Source: an optimization exercise on an open RTL-to-GDS flow (aim: small area and a short achievable clock period). Production flows keep margins and buffers that such runs may drop.
In this exercise RTL edits were held to simulation tests only and were not proved equivalent to the original.

// nectx
module nectx (
    input             clk,
    input             rst,
    input      [31:0] top,
    input             host_we,
    input      [2:0]  host_addr,
    input      [31:0] host_wdata,
    output reg [31:0] host_rdata,
    output     [31:0] carrier
);
For scale: about 3300 cells after synthesis, about 22000 µm² of cells after synthesis.
export LEC_CHECK = 0
export ABC_AREA = 1
export CAP_MARGIN = 20
export CORE_MARGIN = 2
export CORE_UTILIZATION = 40
export SLEW_MARGIN = 20
create_clock -name core_clock -period 40.0 [get_ports {clk}]
standard.sh (not shown) runs the stock make flow with config.mk's settings and CLKGATE_MAP_FILE= SYNTH_SCRIPT=/design/flow/synth_recipe.tcl, a recipe that flattens the netlist after the stock synthesis.
==> flow/flow/run.sh <==
#!/bin/bash
# The standard layout (the standard.sh: standard synthesis, floorplan,
# placement, CTS, routing), except that the port buffers are buf_2 cells
# instead of the default clkdlybuf4s50_1 delay cells, and the resizer's
# setup repair aims for 22.5 ns of slack at the 40 ns clock (a 17.5 ns
# period) instead of 0, so it also sizes up the paths that set the
# achieved period.
set -euo pipefail
export BUFFER_PORTS_ARGS="-buffer_cell sky130_fd_sc_hd__buf_2"
export SETUP_SLACK_MARGIN=22.5
bash standard.sh finish > standard.log 2>&1
Then changed:
--- a/flow/design.v
+++ b/flow/design.v
@@ -26,13 +26,12 @@
     localparam [7:0] OP_SEND_BYTES        = 8'h03;
     localparam [7:0] OP_SEND_REPEAT_FRAME = 8'h04;
     localparam [7:0] OP_SEND              = 8'h05;
     localparam [7:0] OP_SEND_RAW          = 8'h06;
     localparam [7:0] OP_STOP_REPEAT       = 8'h07;
     localparam [7:0] OP_CONFIGURE         = 8'h08;
-    localparam integer NA = 10;
     reg [31:0] cmd_arg_reg;      
     reg [7:0]  cmd_op;
     reg [6:0]  r_dur;            
     reg        r_code_v;         
     reg [23:0] r_code;           
     reg [24:0] r_decode;
@@ -58,50 +57,35 @@
             dstep[3] = (~r[4] & ~r[3] & r[2]) | (r[4] & ~r[2] & b) | (r[4] & ~r[2] & r[1]) | (r[2] & ~r[1] & ~r[0] & ~b) | (r[4] & ~r[2] & r[0]);
             dstep[2] = (r[1] & r[0]) | (r[1] & b) | (r[4] & ~r[1] & ~r[0] & ~b) | (~r[4] & ~r[2] & r[1]) | (~r[4] & ~r[3] & r[1]);
             dstep[1] = (r[0] & b) | (r[4] & ~r[0] & ~b) | (~r[4] & ~r[3] & r[0]) | (r[3] & ~r[2] & r[0]) | (r[3] & r[2] & r[1] & ~r[0] & ~b);
             dstep[0] = (r[4] & ~b) | (~r[4] & ~r[2] & b) | (~r[4] & ~r[3] & b) | (r[3] & r[2] & r[0] & ~b) | (r[3] & r[2] & r[1] & ~b);
         end
     endfunction
-    function [32:0] stage_a;     
-        input [31:0] tp;
-        reg   [4:0]  r;
-        reg   [5:0]  s;
-        integer      k;
+    localparam integer NB = 20;
+    function [NB + 4:0] dblock;  
+        input [4:0]    r0;
+        input [NB-1:0] bits;
+        reg   [4:0]    r;
+        reg   [5:0]    st;
+        integer        k;
         begin
-            r = {1'b0, tp[31:28]};       
-            stage_a = 33'd0;
-            for (k = 4; k < NA; k = k + 1) begin
-                s = dstep(r, tp[31 - k]);
-                stage_a[32 - (k - 4)] = s[5];
-                r = s[4:0];
+            r = r0;
+            for (k = 0; k < NB; k = k + 1) begin
+                st = dstep(r, bits[NB - 1 - k]);
+                dblock[NB + 4 - k] = st[5];
+                r = st[4:0];
             end
-            stage_a[32 - (NA - 4) -: 5] = r;
-            stage_a[31 - NA:0]          = tp[31 - NA:0];
+            dblock[4:0] = r;
         end
     endfunction
-    function [38:0] stage_b;     
-        input [32:0] da;
-        reg   [4:0]  r;
-        reg   [5:0]  s;
-        integer      k;
-        begin
-            stage_b = 39'd0;
-            stage_b[38 -: NA - 4] = da[32 -: NA - 4];
-            r = da[32 - (NA - 4) -: 5];
-            for (k = NA; k < 43; k = k + 1) begin
-                s = dstep(r, (k < 32) ? da[31 - k] : 1'b0);
-                stage_b[42 - k] = s[5];
-                r = s[4:0];
-            end
-        end
-    endfunction
-    wire [32:0] n_div_a = stage_a(top);
-    wire [38:0] n_w     = stage_b(div_a);
+    wire [4:0]      blk_r   = rst ? {1'b0, top[31:28]} : div_a[12:8];
+    wire [NB-1:0]   blk_in  = rst ? top[27:8] : {div_a[7:0], 12'd0};
+    wire [NB + 4:0] blk_out = dblock(blk_r, blk_in);
     always @(posedge clk) begin
-        div_a <= n_div_a;
-        w     <= n_w;
+        if (rst) div_a <= {blk_out, top[7:0]};
+        w <= {div_a[32:13], blk_out[NB + 4 -: 19]};
     end
     wire [9:0] md_ext = {2'b00, md, 1'b0};
     reg  [39:0] bth [0:3];       
     reg  [3:0]  bneg;
     reg         b_one, b_two;
     integer     j;
Outcome:
- final area decreases by 4.9%
- via count shrinks by 5.2%
- wire length stays flat
- sequential share of layout area climbs by 2.3 points
- synthesized area goes down by 6.5%
- worst setup slack degrades by 60 ps

* * *

== the reference run ==
Another version of the RTL of nectx (not shown whole).
Size: roughly 2900 cells after synthesis, ~180 flip-flops, ~130 I/O pins, ~20000 um2 of cells after synthesis.
Settings: LEC_CHECK=0, ABC_AREA=1, CAP_MARGIN=20, CORE_MARGIN=2, CORE_UTILIZATION=55, SLEW_MARGIN=20; clock period 40.0 ns.
Scripts as last shown in full above: flow/flow/run.sh
The reference run did not stop at any stage, and its layout met the timing, DRC and antenna checks.
--- input diff the reference run..the trial run ---
--- a/flow/design.v
+++ b/flow/design.v
@@ -42,15 +42,15 @@
     reg        ovr;
     reg        busy;
     reg [1:0]  rpt_state;
     reg [6:0]  duty;
     reg [10:0] t;                
     reg [1:0]  units;            
     reg [6:0]  md;               
-    reg [4:0]  div_r;            
+    reg [32:0] div_a;            
     reg [38:0] w;                
     function [5:0] dstep;
         input [4:0] r;
         input       b;
         begin
             dstep[5] = (r[4]) | (r[3] & r[2] & r[0]) | (r[3] & r[2] & r[1]) | (r[3] & r[2] & b);
             dstep[4] = (r[3] & ~r[2]) | (r[4] & r[2] & r[0]) | (r[4] & r[2] & b) | (r[4] & r[2] & r[1]) | (r[3] & ~r[1] & ~r[0] & ~b);
@@ -73,23 +73,20 @@
                 st = dstep(r, bits[NB - 1 - k]);
                 dblock[NB + 4 - k] = st[5];
                 r = st[4:0];
             end
             dblock[4:0] = r;
         end
     endfunction
-    wire [4:0]      blk_r   = rst ? {1'b0, top[31:28]} : div_r;
-    wire [NB-1:0]   blk_in  = rst ? top[27:8] : {top[7:0], 12'd0};
+    wire [4:0]      blk_r   = rst ? {1'b0, top[31:28]} : div_a[12:8];
+    wire [NB-1:0]   blk_in  = rst ? top[27:8] : {div_a[7:0], 12'd0};
     wire [NB + 4:0] blk_out = dblock(blk_r, blk_in);
     always @(posedge clk) begin
-        if (rst) begin
-            div_r     <= blk_out[4:0];
-            w[38:19]  <= blk_out[NB + 4 -: 20];
-        end
-        w[18:0] <= blk_out[NB + 4 -: 19];
+        if (rst) div_a <= {blk_out, top[7:0]};
+        w <= {div_a[32:13], blk_out[NB + 4 -: 19]};
     end
     wire [9:0] md_ext = {2'b00, md, 1'b0};
     reg  [39:0] bth [0:3];       
     reg  [3:0]  bneg;
     reg         b_one, b_two;
     integer     j;
     always @(*) begin
## What came out
- The trial run reached the final stage; the timing, DRC and antenna checks on its layout passed.
- Relative to the reference run, clock latency on the worst-skew pair has increased by 100 ps in the trial run.
- The higher basic-gate share of the synthesized area counting and, or, nand and nor cells came out of the reference run.
- The fmax of the trial run exceeds that of the reference run by about 0.35%.
- Of the reference run and the trial run, the higher global-route wire length before repair belongs to the reference run.
- The trial run against the reference run: area after synthesis increased by 1.9% relative to the old numbers, setup slack went up.

* * *

nectx with an RTL version that a note above also has.
For scale: roughly 210 flip-flops, about 22000 um^2 of cells after synthesis.
// nectx
module nectx (
    input             clk,
    input             rst,
    input      [31:0] top,
    input             host_we,
    input      [2:0]  host_addr,
    input      [31:0] host_wdata,
    output reg [31:0] host_rdata,
    output     [31:0] carrier
);
==> flow/config.mk <==
export PLATFORM = sky130hd
export DESIGN_NAME = nectx
export DESIGN_NICKNAME = nectx
export VERILOG_FILES = /design/flow/design.v
export SDC_FILE = /design/flow/constraint.sdc
export NUM_CORES = 4
export LEC_CHECK = 0
export ABC_AREA = 1
export CAP_MARGIN = 20
export CORE_MARGIN = 2
export CORE_UTILIZATION = 40
export SLEW_MARGIN = 20
==> flow/constraint.sdc <==
create_clock -name core_clock -period 40.0 [get_ports {clk}]
set_input_delay 8.0000 -clock core_clock [delete_from_list [all_inputs] [get_ports {clk}]]
set_output_delay 8.0000 -clock core_clock [all_outputs]
set_load 0.01 [all_outputs]
run.sh (not shown) runs the stock make flow with config.mk's settings and CLKGATE_MAP_FILE= SYNTH_SCRIPT=/design/flow/synth_recipe.tcl, a recipe that flattens the netlist after the stock synthesis.
Stock flow here: none of the scripts above is used.
Then changed:
--- a/flow/design.v
+++ b/flow/design.v
@@ -22,50 +22,48 @@
     localparam [1:0] RPT_REPEATING = 2'd1;
     localparam [1:0] RPT_STOPPING  = 2'd2;
     localparam [7:0] OP_DECODE_RAW        = 8'h01;
     localparam [7:0] OP_ENCODE_RAW        = 8'h02;
     localparam [7:0] OP_SEND_BYTES        = 8'h03;
     localparam [7:0] OP_SEND_REPEAT_FRAME = 8'h04;
     localparam [7:0] OP_SEND              = 8'h05;
     localparam [7:0] OP_SEND_RAW          = 8'h06;
     localparam [7:0] OP_STOP_REPEAT       = 8'h07;
     localparam [7:0] OP_CONFIGURE         = 8'h08;
-    localparam integer NA = 10;
+    localparam integer NA = 14;
     reg [31:0] cmd_arg_reg;      
     reg [7:0]  cmd_op;
     reg [6:0]  r_dur;            
     reg        r_code_v;         
     reg [23:0] r_code;           
     reg [24:0] r_decode;
     reg [3:0]  seq_phase;
     reg [4:0]  bit_idx;
     reg        seq_owner;
     reg        ill;
     reg        ovr;
     reg        busy;
     reg [1:0]  rpt_state;
     reg [6:0]  duty;
     reg [10:0] t;                
     reg [1:0]  units;            
     reg [6:0]  md;               
     reg [32:0] div_a;            
     reg [38:0] w;                
-    function [5:0] dstep;
+    function [5:0] dstep;        
         input [4:0] r;
         input       b;
+        reg   [5:0] x;
         begin
-            dstep[5] = (r[4]) | (r[3] & r[2] & r[0]) | (r[3] & r[2] & r[1]) | (r[3] & r[2] & b);
-            dstep[4] = (r[3] & ~r[2]) | (r[4] & r[2] & r[0]) | (r[4] & r[2] & b) | (r[4] & r[2] & r[1]) | (r[3] & ~r[1] & ~r[0] & ~b);
-            dstep[3] = (~r[4] & ~r[3] & r[2]) | (r[4] & ~r[2] & b) | (r[4] & ~r[2] & r[1]) | (r[2] & ~r[1] & ~r[0] & ~b) | (r[4] & ~r[2] & r[0]);
-            dstep[2] = (r[1] & r[0]) | (r[1] & b) | (r[4] & ~r[1] & ~r[0] & ~b) | (~r[4] & ~r[2] & r[1]) | (~r[4] & ~r[3] & r[1]);
-            dstep[1] = (r[0] & b) | (r[4] & ~r[0] & ~b) | (~r[4] & ~r[3] & r[0]) | (r[3] & ~r[2] & r[0]) | (r[3] & r[2] & r[1] & ~r[0] & ~b);
-            dstep[0] = (r[4] & ~b) | (~r[4] & ~r[2] & b) | (~r[4] & ~r[3] & b) | (r[3] & r[2] & r[0] & ~b) | (r[3] & r[2] & r[1] & ~b);
+            x = {r, b};
+            if (x >= 6'd25) dstep = {1'b1, x[4:0] - 5'd25};
+            else            dstep = {1'b0, x[4:0]};
         end
     endfunction
     function [32:0] stage_a;     
         input [31:0] tp;
         reg   [4:0]  r;
         reg   [5:0]  s;
         integer      k;
         begin
             r = {1'b0, tp[31:28]};       
             stage_a = 33'd0;
@@ -107,51 +105,26 @@
     integer     j;
     always @(*) begin
         for (j = 0; j < 4; j = j + 1) begin
             b_one   = md_ext[2*j+1] ^ md_ext[2*j];
             b_two   = (md_ext[2*j+2] & ~md_ext[2*j+1] & ~md_ext[2*j]) |
                       (~md_ext[2*j+2] & md_ext[2*j+1] & md_ext[2*j]);
             bneg[j] = md_ext[2*j+2];
             bth[j]  = (({40{b_one}} & {1'b0, w}) | ({40{b_two}} & {w, 1'b0})) ^ {40{bneg[j]}};
         end
     end
-    wire [47:0] row0 = {6'b0, ~bneg[0], bneg[0], bneg[0], bth[0]};
-    wire [47:0] row1 = {5'b0, 1'b1, ~bneg[1], bth[1], 1'b0, bneg[0]};
-    wire [47:0] row2 = {3'b0, 1'b1, ~bneg[2], bth[2], 1'b0, bneg[1], 2'b0};
-    wire [47:0] row3 = {2'b0, 1'b1, bth[3], 1'b0, bneg[2], 4'b0};
-    wire [47:0] row4 = {41'b0, md};
-    function [95:0] csa;         
-        input [47:0] x, y, z;
-        begin
-            csa[47:0]  = x ^ y ^ z;
-            csa[95:48] = {(x[46:0] & y[46:0]) | (x[46:0] & z[46:0]) | (y[46:0] & z[46:0]), 1'b0};
-        end
-    endfunction
-    wire [95:0] cs1 = csa(row0, row1, row2);
-    wire [95:0] cs2 = csa(cs1[47:0], cs1[95:48], row3);
-    wire [95:0] cs3 = csa(cs2[47:0], cs2[95:48], row4);
-    wire [47:0] sx = cs3[47:0];
-    wire [47:0] sy = cs3[95:48];
-    reg  [47:0] prod;
-    reg  [6:0]  blk0, blk1;
-    reg         cy;
-    integer     bk;
-    always @(*) begin
-        cy = 1'b0;
-        prod = 48'd0;
-        for (bk = 0; bk < 48; bk = bk + 6) begin
-            blk0 = {1'b0, sx[bk +: 6]} + {1'b0, sy[bk +: 6]};
-            blk1 = {1'b0, sx[bk +: 6]} + {1'b0, sy[bk +: 6]} + 7'd1;
-            prod[bk +: 6] = cy ? blk1[5:0] : blk0[5:0];
-            cy = cy ? blk1[6] : blk0[6];
-        end
-    end
+    wire [47:0] prod = {6'b0, ~bneg[0], bneg[0], bneg[0], bth[0]}
+                     + {5'b0, 1'b1, ~bneg[1], bth[1], 2'b0}
+                     + {3'b0, 1'b1, ~bneg[2], bth[2], 4'b0}
+                     + {1'b0, 1'b1, ~bneg[3], bth[3], 6'b0}
+                     + {40'b0, 1'b0, bneg[3], 1'b0, bneg[2], 1'b0, bneg[1], 1'b0, bneg[0]}
+                     + {41'b0, md};
     assign carrier = prod[44:13];
     wire mark_nz = |carrier;
     always @(*) begin
         case (host_addr)
             3'd0:    host_rdata = cmd_arg_reg;
             3'd1:    host_rdata = {24'd0, cmd_op};
             3'd2:    host_rdata = {16'd0, bit_idx, seq_phase, seq_owner, ovr, ill,
                                    mark_nz, rpt_state, busy};
             3'd3:    host_rdata = {21'd0, r_dur, |r_dur, 3'd0};
             3'd4:    host_rdata = {r_code_v ? ~r_code[23:16] : 8'd0, r_code};
Outcome: The changed run passed the timing, DRC and antenna checks. Routed wire length shrinks by 5.9%. Cell count shrinks by about 13%. Count of clock-buffer cells in the layout goes down by 6. Utilization went up by 0.34 points. Clock skew grows by 0.037 ns. Setup slack loses 1.8 ns. Design area shrinks by about 5%. Hold slack barely changes. Sequential share of layout area is higher by 0.86 points. Non-clock buffer count rises by 6.

==> re-timing with driven ports <==
In the flow no input, the clock included, has a driving cell. The finished layouts below were timed again as built, in two steps. Step 1 assumes that a clkbuf_16 drives the clock port and a buf_2 every other input. Step 2 moves the port delays by t, midway between the first and last clock arrival at a register: inputs arrive t later, outputs are due t later. That takes back most of the time a late clock gives input paths. a / b / c = ideal / step 1 / step 2; a / b = the first two.
run | t (ns) | slack for setup (ns) | slew at the worst register clock pin (ns) | worst slew at a driven data input, ns
the first run of note 1 | 0.624 | 22.634 / 22.614 / 22.614 | 0.06 / 0.06 | 0.05
the second run of note 1 | 0.603 | 22.573 / 22.546 / 22.546 | 0.07 / 0.07 | 0.09
the reference run | 0.500 | 22.479 / 22.458 / 22.458 | 0.08 / 0.08 | 0.34
the trial run | 0.597 | 22.540 / 22.517 / 22.517 | 0.06 / 0.06 | 0.23
the first run of note 3 | 0.624 | 21.223 / 21.201 / 21.201 | 0.06 / 0.06 | 0.06
the second run of note 3 | 0.639 | 19.443 / 19.381 / 20.020 | 0.07 / 0.07 | 0.07
After both steps setup and hold are still met in every run listed. For the second run of note 1, which loses most, drivers alone change the setup slack by -0.027 ns; drivers and shift together by -0.027 ns.
